Context: an optimization exercise on an open-source flow, tuned for small area. The choices shown serve that exercise and are no tape-out recipe. Function was checked by simulation only, so behaviour that the tests miss may differ from the original. Power and IR drop assume default switching activity.

==> trial 81: inputs <==
==> flow/design.v <==
module xfr1_boot (
    input  wire        clk,
    input  wire        rst,          
    input  wire        line_in,      
    output wire        line_out,     
    output wire        boot_user,    
    output wire        fl_req,
    output wire [1:0]  fl_cmd,       
    output wire [15:0] fl_addr,
    output wire [15:0] fl_wdata,
    input  wire        fl_ack,
    input  wire [7:0]  fl_rdata,
    output wire        adc_req,
    input  wire        adc_ack,
    input  wire [7:0]  adc_data
);
    localparam [2:0] ST_BOOT = 3'd0, ST_USER = 3'd1, ST_RX = 3'd2, ST_TX = 3'd4,
                     ST_EXEC = 3'd6,    
                     ST_EXDN = 3'd7;    
    reg  [2:0]    state;
    reg  [3:0]    sub;         
    reg  [5:0]    slot;        
    reg           rx_sync;     
    reg  [7:0]    sr;          
    reg  [1:0]    byte_no;     
    reg  [2:0]    op;
    reg  [7:0]    a0;
    reg  [7:0]    req_hash;    
    reg  [1:0]    phase;       
    reg  [1023:0] ring;
    reg  [5:0]    ptr;
    reg  [7:0]    acc;
    wire s_boot = state == ST_BOOT;
    wire s_rx   = state == ST_RX;
    wire s_exec = state == ST_EXEC;
    wire s_exdn = state == ST_EXDN;
    wire s_ex   = state[2] & state[1];
    wire s_tx   = state == ST_TX;
    wire [7:0] w_lo = ring[7:0];
    wire [7:0] w_hi = ring[15:8];
    wire [5:0] t_last  = (byte_no == 2'd0) ? 6'd49 : 6'd4;    
    wire sub9    = sub == 4'd9;
    wire rx_to   = !rx_sync && !line_in && slot == t_last && sub9;
    wire rx_stop = rx_sync && slot == 6'd9 && sub == 4'd5;
    wire rx_done = s_rx && (rx_to || rx_stop);
    wire rx_ok   = rx_stop && !line_in;
    wire rx_sync_now = s_rx && !rx_sync && line_in;
    wire rx_sample   = s_rx && sub == 4'd5;
    wire       reserved = sr[7:3] != 5'd0 || sr[2:1] == 2'b11;
    wire [1:0] last_no  = (op == 3'd0) ? 2'd2 : (op[2:1] == 2'b01) ? 2'd1 : 2'd3;
    wire       is_last  = byte_no != 2'd0 && byte_no == last_no;
    wire       range_bad = (op[2:1] == 2'b00 && a0[7]) ||
                           (op == 3'd4 && (a0[7] || sr[6:0] != 7'd0)) ||
                           (op == 3'd5 && (a0[7] || a0[6:4] == 3'b111));
    wire       more     = rx_ok && !is_last && !(byte_no == 2'd0 && reserved);
    wire       exec     = rx_done && rx_ok && is_last && req_hash == 8'd0 && !range_bad;
    wire       wr_exec  = exec && op == 3'd1;
    wire adc_on = s_exec && op == 3'd2;
    wire fl_on  = s_exec && op[2];
    wire adc_go = adc_on && adc_ack;
    wire fl_go  = fl_on && fl_ack;
    wire fill_go = fl_go && !op[0];
    wire fin_now = adc_go ||
                   (fill_go && phase[0] && ptr == 6'd63) ||
                   (fl_go && op[0] && phase == 2'd3);
    wire wait_ok  = sub[1] & sub[0];                          
    wire tx_start = (s_exdn || fin_now) && wait_ok;
    wire tx_last  = s_tx && slot == 6'd9 && sub9;
    reg [7:0] tx_val;
    always @(*) begin
        case (op)
            3'd0:    tx_val = a0[0] ? w_hi : w_lo;
            3'd3:    tx_val = acc;
            default: tx_val = 8'h80;
        endcase
    end
    wire [5:0] target = (op[2:1] == 2'b00) ? a0[6:1] : 6'd0;
    wire park_move = byte_no == 2'd0 || ptr != target;
    reg  rot;
    always @(*) begin
        case (state)
            ST_RX:   rot = park_move || (wr_exec && a0[0]);
            ST_EXEC: rot = fl_go && (op[0] ? phase == 2'd1 : phase[0]);
            ST_EXDN: rot = 1'b0;
            default: rot = 1'b1;
        endcase
    end
    wire [7:0] wdat   = s_exec ? fl_rdata : sr;
    wire       we_lo  = (fill_go && !phase[0]) || (wr_exec && !a0[0]);
    wire       we_hi  = (fill_go && phase[0]) || (wr_exec && a0[0]);
    wire [7:0] t_hi   = we_hi ? wdat : w_hi;
    wire [7:0] t_lo   = w_lo;
    always @(posedge clk) begin
        if (rot) begin
            ring <= {t_hi, t_lo, ring[1023:16]};
            ptr  <= ptr + 6'd1;
            acc  <= ((ptr == 6'd0) ? 8'd0 : {acc[5:0], acc[7:6]}) ^ {t_lo[6:0], t_lo[7]} ^ t_hi;
        end else if (we_lo) begin
            ring[7:0] <= wdat;
        end
    end
    assign line_out  = s_tx && (slot == 6'd0 || sr[7]);
    assign boot_user = state == ST_USER;
    assign fl_req    = fl_on;
    assign fl_cmd    = phase & {2{op[0]}};
    assign fl_addr   = {a0, sr[7], ptr, phase[0] & !op[0]};
    assign fl_wdata  = ring[15:0];
    assign adc_req   = adc_on;
    wire clr = (s_boot && line_in) || rx_done || tx_start || tx_last;
    always @(posedge clk) begin
        if (rst || clr) begin
            sub  <= 4'd0;
            slot <= 6'd0;
        end else if (rx_sync_now) begin
            sub  <= 4'd1;
            slot <= 6'd0;
        end else if (!(s_ex && wait_ok)) begin
            sub  <= sub9 ? 4'd0 : sub + 4'd1;
            slot <= slot + {5'd0, sub9};
        end
    end
    always @(posedge clk) begin
        if (clr)
            rx_sync <= 1'b0;
        else if (rx_sync_now)
            rx_sync <= 1'b1;
    end
    always @(posedge clk) begin
        if (adc_go || (tx_start && op == 3'd2 && adc_ack))
            sr <= adc_data;
        else if (tx_start && op != 3'd1 && op != 3'd2)
            sr <= tx_val;
        else if ((rx_sample && !is_last && !rx_stop) || (s_tx && sub9 && slot != 6'd0))
            sr <= {sr[6:0], line_in & s_rx};
    end
    always @(posedge clk) begin
        if (rst) begin
            state   <= ST_BOOT;
            byte_no <= 2'd0;
        end else begin
            case (state)
                ST_BOOT: begin
                    if (line_in)
                        state <= ST_RX;
                    else if (slot == 6'd1 && sub9)
                        state <= ST_USER;
                end
                ST_RX: begin
                    if (rx_done) begin
                        if (more) begin
                            byte_no <= byte_no + 2'd1;
                        end else begin
                            byte_no <= 2'd0;
                            if (exec)
                                state <= (op == 3'd0 || op == 3'd1 || op == 3'd3) ? ST_EXDN : ST_EXEC;
                        end
                    end
                end
                ST_EXEC: if (tx_start) state <= ST_TX;
                         else if (fin_now) state <= ST_EXDN;
                ST_EXDN: if (tx_start) state <= ST_TX;
                ST_TX:   if (tx_last) state <= ST_RX;
                default: ;
            endcase
        end
    end
    always @(posedge clk) begin
        if ((s_boot && line_in) || (rx_done && !more))
            req_hash <= 8'd0;
        else if (rx_sample && rx_sync && slot != 6'd0)
            req_hash <= {req_hash[6:0], req_hash[7]} ^
                        {6'd0, line_in & is_last, line_in & !is_last};
    end
    always @(posedge clk) begin
        if (rx_done && more) begin
            if (byte_no == 2'd0)
                op <= sr[2:0];
            if (byte_no == 2'd1)
                a0 <= sr;
        end
    end
    always @(posedge clk) begin
        if (exec) begin
            phase <= {1'b0, op == 3'd5};
        end else if (fl_go) begin
            if (!op[0])
                phase[0] <= !phase[0];
            else if (phase != 2'd1 || ptr == 6'd63)
                phase <= phase + 2'd1;
        end
    end
endmodule
==> flow/flow/run.sh <==
#!/bin/bash
# The standard layout (standard.sh), with clock tree synthesis told not to add
# dummy loads and the port buffers made with the smallest buffer cell.
set -euo pipefail
bash standard.sh "CTS_ARGS=-sink_clustering_enable -repair_clock_nets -dont_use_dummy_load -sink_clustering_size 20 -sink_clustering_max_diameter 60 -buf_list sky130_fd_sc_hd__clkbuf_8" "BUFFER_PORTS_ARGS=-buffer_cell sky130_fd_sc_hd__buf_1" finish > flow_make.log 2>&1
==> flow/standard.sh <==
#!/bin/bash
# synth_recipe.tcl (not shown) runs the flow's synth.tcl, then flattens the netlist and writes it again
# the make line also repeats each setting of config.mk as NAME=value (left out here)
make -C /OpenROAD-flow-scripts/flow DESIGN_CONFIG=/design/flow/config.mk WORK_HOME=/design/flow/orfs CLKGATE_MAP_FILE= SYNTH_SCRIPT=/design/flow/synth_recipe.tcl "${@:-finish}"
==> flow/config.mk <==
export PLATFORM = sky130hd
export DESIGN_NAME = xfr1_boot
export DESIGN_NICKNAME = xfr1_boot
export VERILOG_FILES = /design/flow/design.v
export SDC_FILE = /design/flow/constraint.sdc
export NUM_CORES = 4
export LEC_CHECK = 0
export CAP_MARGIN = 0
export CORE_MARGIN = 2
export CORE_UTILIZATION = 70
export PLACE_DENSITY = 0.9
export SLEW_MARGIN = 0
==> flow/constraint.sdc <==
create_clock -name core_clock -period 10.0 [get_ports {clk}]
set_input_delay 2.0000 -clock core_clock [delete_from_list [all_inputs] [get_ports {clk}]]
set_output_delay 2.0000 -clock core_clock [all_outputs]
set_load 0.01 [all_outputs]
==> trial 48: changes against trial 81 <==
--- a/flow/design.v
+++ b/flow/design.v
@@ -16,5 +16,4 @@
 );
-    localparam [2:0] ST_BOOT = 3'd0, ST_USER = 3'd1, ST_RX = 3'd2, ST_TX = 3'd4,
-                     ST_EXEC = 3'd6,    
-                     ST_EXDN = 3'd7;    
+    localparam [2:0] ST_BOOT = 3'd0, ST_USER = 3'd1, ST_RX = 3'd2, ST_EXEC = 3'd3,
+                     ST_TX = 3'd4;
     reg  [2:0]    state;
@@ -26,4 +25,5 @@
     reg  [2:0]    op;
-    reg  [7:0]    a0;
-    reg  [7:0]    req_hash;    
+    reg  [7:0]    a0, a1;
+    reg  [7:0]    req_hash;
+    reg           xdone;       
     reg  [1:0]    phase;       
@@ -35,4 +35,2 @@
     wire s_exec = state == ST_EXEC;
-    wire s_exdn = state == ST_EXDN;
-    wire s_ex   = state[2] & state[1];
     wire s_tx   = state == ST_TX;
@@ -47,3 +45,2 @@
     wire rx_sync_now = s_rx && !rx_sync && line_in;
-    wire rx_sample   = s_rx && sub == 4'd5;
     wire       reserved = sr[7:3] != 5'd0 || sr[2:1] == 2'b11;
@@ -52,9 +49,9 @@
     wire       range_bad = (op[2:1] == 2'b00 && a0[7]) ||
-                           (op == 3'd4 && (a0[7] || sr[6:0] != 7'd0)) ||
+                           (op == 3'd4 && (a0[7] || a1[6:0] != 7'd0)) ||
                            (op == 3'd5 && (a0[7] || a0[6:4] == 3'b111));
     wire       more     = rx_ok && !is_last && !(byte_no == 2'd0 && reserved);
-    wire       exec     = rx_done && rx_ok && is_last && req_hash == 8'd0 && !range_bad;
+    wire       exec     = rx_done && rx_ok && is_last && sr == req_hash && !range_bad;
     wire       wr_exec  = exec && op == 3'd1;
-    wire adc_on = s_exec && op == 3'd2;
-    wire fl_on  = s_exec && op[2];
+    wire adc_on = s_exec && op == 3'd2 && !xdone;
+    wire fl_on  = s_exec && op[2] && !xdone;
     wire adc_go = adc_on && adc_ack;
@@ -66,3 +63,3 @@
     wire wait_ok  = sub[1] & sub[0];                          
-    wire tx_start = (s_exdn || fin_now) && wait_ok;
+    wire tx_start = s_exec && (xdone || fin_now) && wait_ok;
     wire tx_last  = s_tx && slot == 6'd9 && sub9;
@@ -72,2 +69,3 @@
             3'd0:    tx_val = a0[0] ? w_hi : w_lo;
+            3'd1:    tx_val = a1;
             3'd3:    tx_val = acc;
@@ -83,3 +81,2 @@
             ST_EXEC: rot = fl_go && (op[0] ? phase == 2'd1 : phase[0]);
-            ST_EXDN: rot = 1'b0;
             default: rot = 1'b1;
@@ -87,3 +84,3 @@
     end
-    wire [7:0] wdat   = s_exec ? fl_rdata : sr;
+    wire [7:0] wdat   = s_exec ? fl_rdata : a1;
     wire       we_lo  = (fill_go && !phase[0]) || (wr_exec && !a0[0]);
@@ -105,3 +102,3 @@
     assign fl_cmd    = phase & {2{op[0]}};
-    assign fl_addr   = {a0, sr[7], ptr, phase[0] & !op[0]};
+    assign fl_addr   = {a0, a1[7], ptr, phase[0] & !op[0]};
     assign fl_wdata  = ring[15:0];
@@ -116,3 +113,3 @@
             slot <= 6'd0;
-        end else if (!(s_ex && wait_ok)) begin
+        end else if (!(s_exec && wait_ok)) begin
             sub  <= sub9 ? 4'd0 : sub + 4'd1;
@@ -130,5 +127,5 @@
             sr <= adc_data;
-        else if (tx_start && op != 3'd1 && op != 3'd2)
+        else if (tx_start && op != 3'd2)
             sr <= tx_val;
-        else if ((rx_sample && !is_last && !rx_stop) || (s_tx && sub9 && slot != 6'd0))
+        else if ((s_rx && sub == 4'd5) || (s_tx && sub9 && slot != 6'd0))
             sr <= {sr[6:0], line_in & s_rx};
@@ -154,3 +151,3 @@
                             if (exec)
-                                state <= (op == 3'd0 || op == 3'd1 || op == 3'd3) ? ST_EXDN : ST_EXEC;
+                                state <= ST_EXEC;
                         end
@@ -159,4 +156,2 @@
                 ST_EXEC: if (tx_start) state <= ST_TX;
-                         else if (fin_now) state <= ST_EXDN;
-                ST_EXDN: if (tx_start) state <= ST_TX;
                 ST_TX:   if (tx_last) state <= ST_RX;
@@ -167,14 +162,9 @@
     always @(posedge clk) begin
-        if ((s_boot && line_in) || (rx_done && !more))
-            req_hash <= 8'd0;
-        else if (rx_sample && rx_sync && slot != 6'd0)
-            req_hash <= {req_hash[6:0], req_hash[7]} ^
-                        {6'd0, line_in & is_last, line_in & !is_last};
-    end
-    always @(posedge clk) begin
         if (rx_done && more) begin
-            if (byte_no == 2'd0)
-                op <= sr[2:0];
-            if (byte_no == 2'd1)
-                a0 <= sr;
+            req_hash <= ((byte_no == 2'd0) ? 8'd0 : {req_hash[6:0], req_hash[7]}) ^ sr;
+            case (byte_no)
+                2'd0:    op <= sr[2:0];
+                2'd1:    a0 <= sr;
+                default: a1 <= sr;
+            endcase
         end
@@ -183,3 +173,6 @@
         if (exec) begin
+            xdone <= op == 3'd0 || op == 3'd1 || op == 3'd3;
             phase <= {1'b0, op == 3'd5};
+        end else if (fin_now) begin
+            xdone <= 1'b1;
         end else if (fl_go) begin
PLACE_DENSITY = 0.8   (was 0.9)
==> build 35: changes against trial 81 <==
GPL_ROUTABILITY_DRIVEN = 0   (was default)
GPL_TIMING_DRIVEN = 0   (was default)
PLACE_DENSITY = 0.8   (was 0.9)
==> summary.txt <==
Of trial 48 and trial 81, trial 48 has the higher die area (gap about 1.6%, measured against trial 81).
Utilization: build 35 > trial 81 > trial 48.
In build 35 the via count is higher than in trial 81, by 0.27%.
In trial 81 the non-clock buffer count is lower than in trial 48, by 3.
Of trial 48 and build 35, trial 48 has the higher clock power (gap about 6%, measured against build 35).

## separate check: timing with driven ports
No port has a modelled driver above. Below, the same layouts with a new extraction and two added sets of constraints.
Step 1: set_driving_cell puts a clkbuf_16 on clk and a buf_2 on each other input, an assumption about the parent block.
Step 2, shift: input delay + t, output delay - t, t = (earliest + latest rising clock arrival at the registers) / 2. This alone moves slack from input paths to output paths.
a / b / c = no drivers / after step 1 / after step 2; a / b = the first two.
| run | t, ns | slack for setup (ns) | worst hold slack (ns) | slew at the worst register clock pin (ns) | worst data-port slew with drivers (ns) |
|---|---|---|---|---|---|
| trial 81 | 0.664 | 5.111 / 5.111 / 4.556 | 0.316 / 0.316 / 0.316 | 0.12 / 0.12 | 0.06 |
| trial 48 | 0.695 | 5.018 / 5.049 / 4.354 | 0.397 / 0.397 / 0.397 | 0.12 / 0.12 | 0.13 |
| build 35 | 0.718 | 5.444 / 5.444 / 4.858 | 0.397 / 0.397 / 0.397 | 0.11 / 0.11 | 0.05 |
After both steps every run listed still meets setup and hold. The setup slack of trial 48, which loses most, moves by +0.031 ns with the drivers and by -0.664 ns with both steps.
